This is an optimization exercise on Yosys and OpenROAD, whose aim is small area, not a production implementation. Only simulation tests tie the RTL to the original design; equivalence was not proved. The clock input has no modelled driver; a real chip could not lean on it and would need a root buffer or a full tree. Power and IR drop assume default switching activity.

## rc5_decoder
module rc5_decoder (
    input  wire        clk,
    input  wire        rst,           
    input  wire        req_valid,
    input  wire [35:0] req,
    input  wire [31:0] LOW_BOUND,
    input  wire [31:0] HIGH_BOUND,
    output wire [16:0] rsp,
    output wire        available,
    output wire        evt_en,
    output wire        tick_clr
);
    reg        p1, p0;
    reg [13:0] shn;                  
    wire [31:0] ticks = req[31:0];
    wire [15:0] w     = req[15:0];
    wire        o2    = req[35];
    wire        o1    = req[34];
    wire        o0    = req[33];
    wire [32:1] lc, hc;
    wire t_n0;
    rc5_inv   u_ti0 (.a(ticks[0]), .y(t_n0));
    rc5_nor2  u_lc0 (.a(t_n0), .b(LOW_BOUND[0]), .y(lc[1]));    
    rc5_nand2 u_hc0 (.a(t_n0), .b(HIGH_BOUND[0]), .y(hc[1]));    
    wire t_n1, l_nor1, l_nand1, h_nor1, h_nand1;
    rc5_inv   u_ti1 (.a(ticks[1]), .y(t_n1));
    rc5_nor2  u_lo1 (.a(t_n1), .b(LOW_BOUND[1]), .y(l_nor1));
    rc5_nand2 u_la1 (.a(t_n1), .b(LOW_BOUND[1]), .y(l_nand1));
    rc5_nor2  u_ho1 (.a(t_n1), .b(HIGH_BOUND[1]), .y(h_nor1));
    rc5_nand2 u_ha1 (.a(t_n1), .b(HIGH_BOUND[1]), .y(h_nand1));
    rc5_o21ai u_lc1 (.a1(l_nor1), .a2(lc[1]), .b1(l_nand1), .y(lc[2]));
    rc5_o21ai u_hc1 (.a1(h_nor1), .a2(hc[1]), .b1(h_nand1), .y(hc[2]));
    wire t_n2;
    rc5_inv   u_ti2 (.a(ticks[2]), .y(t_n2));
    rc5_maj3  u_lc2 (.a(t_n2), .b(LOW_BOUND[2]), .c(lc[2]), .y(lc[3]));
    rc5_maj3  u_hc2 (.a(t_n2), .b(HIGH_BOUND[2]), .c(hc[2]), .y(hc[3]));
    wire t_n3;
    rc5_inv   u_ti3 (.a(ticks[3]), .y(t_n3));
    rc5_maj3  u_lc3 (.a(t_n3), .b(LOW_BOUND[3]), .c(lc[3]), .y(lc[4]));
    rc5_maj3  u_hc3 (.a(t_n3), .b(HIGH_BOUND[3]), .c(hc[3]), .y(hc[4]));
    wire t_n4;
    rc5_inv   u_ti4 (.a(ticks[4]), .y(t_n4));
    rc5_maj3  u_lc4 (.a(t_n4), .b(LOW_BOUND[4]), .c(lc[4]), .y(lc[5]));
    rc5_maj3  u_hc4 (.a(t_n4), .b(HIGH_BOUND[4]), .c(hc[4]), .y(hc[5]));
    wire t_n5;
    rc5_inv   u_ti5 (.a(ticks[5]), .y(t_n5));
    rc5_maj3  u_lc5 (.a(t_n5), .b(LOW_BOUND[5]), .c(lc[5]), .y(lc[6]));
    rc5_maj3  u_hc5 (.a(t_n5), .b(HIGH_BOUND[5]), .c(hc[5]), .y(hc[6]));
  ...
Size in the first run: ~310 cells after synthesis, ~120 I/O pins.
clock: 8.0 ns
lec_check: 0
cap_margin: 20
core_margin: 2
core_utilization: 40
slew_margin: 20
synth_hierarchical: 1
synth_minimum_keep_size: 0
standard.sh (not shown) runs the stock make flow with config.mk's settings and CLKGATE_MAP_FILE= SYNTH_SCRIPT=/design/flow/synth_recipe.tcl, a recipe that flattens the netlist after the stock synthesis.
==> flow/flow/run.sh <==
#!/bin/bash
# The standard layout (standard.sh, standard synthesis script), with:
#  * DONT_USE_CELLS: the platform's list plus the larger drive strengths of
#    the logic cells (flow/dont_use.txt), so that synthesis maps the
#    single-gate modules of the RTL to the smallest cells;
#  * port buffers of the smallest buffer cell (buf_1) instead of the cell
#    buffer_ports picks by default;
#  * a clock tree of clkbuf_4 cells, one sink cluster and no dummy loads,
#    which flow/post_cts.tcl (run at the end of the CTS step) collapses to
#    its root buffer, sized to clkbuf_8, driving all 16 registers.
# The whole output of the flow goes to standard_flow.log; ORFS keeps each
# step's log under orfs/logs/.
set -euo pipefail
here=$(cd "$(dirname "$0")" && pwd)
DONT_USE=$(cat "$here/dont_use.txt")
CTS="-sink_clustering_enable -repair_clock_nets -dont_use_dummy_load"
CTS="$CTS -buf_list sky130_fd_sc_hd__clkbuf_4 -root_buf sky130_fd_sc_hd__clkbuf_4"
CTS="$CTS -sink_clustering_buffer sky130_fd_sc_hd__clkbuf_4"
CTS="$CTS -sink_clustering_size 30 -sink_clustering_max_diameter 300"
bash standard.sh "DONT_USE_CELLS=$DONT_USE" \
    "BUFFER_PORTS_ARGS=-buffer_cell sky130_fd_sc_hd__buf_1" \
    "CTS_ARGS=$CTS" "POST_CTS_TCL=$here/post_cts.tcl" finish > standard_flow.log 2>&1
Other scripts of this flow, unchanged in this note and not shown: flow/flow/dont_use.txt, flow/flow/post_cts.tcl
Then changed:
- CAP_MARGIN: 20 -> 0
- SETUP_SLACK_MARGIN: not set -> -1.0
- SLEW_MARGIN: 20 -> 0
Result: Maximum frequency went down by a few percent. Area after synthesis does not change. Design area went down slightly. Final cell count stays flat. Core utilization went down by 0.52 points. Sequential power is about the same. Wire length went down slightly. Via count is about the same. Sequential share of layout area went up by 0.14 points. Critical path depth is unchanged. Non-clock buffer count went down by 1.

==> re-timing with driven ports <==
The results above use ideal ports. As a check the final layouts listed here were re-extracted and re-timed, cells and wires unchanged. Step 1, drivers: a clkbuf_16 drives clk and a buf_2 each remaining input, both assumed. Step 2 moves the port delays by t, midway between the first and last clock arrival at a register: inputs arrive t later, outputs are due t later. That takes back most of the time a late clock gives input paths. a / b / c = ideal ports / drivers / drivers and shift; a / b = the first two.
run	t (ns)	slack for setup (ns)	worst setup path at the end
the first run	0.168	0.662 / 0.650 / 0.483	input to register
the second run	0.168	0.335 / 0.323 / 0.155	input to register
After both steps setup and hold are still met in every run listed. The setup slack of the second run, which loses most, moves by -0.012 ns with the drivers and by -0.180 ns with both steps.
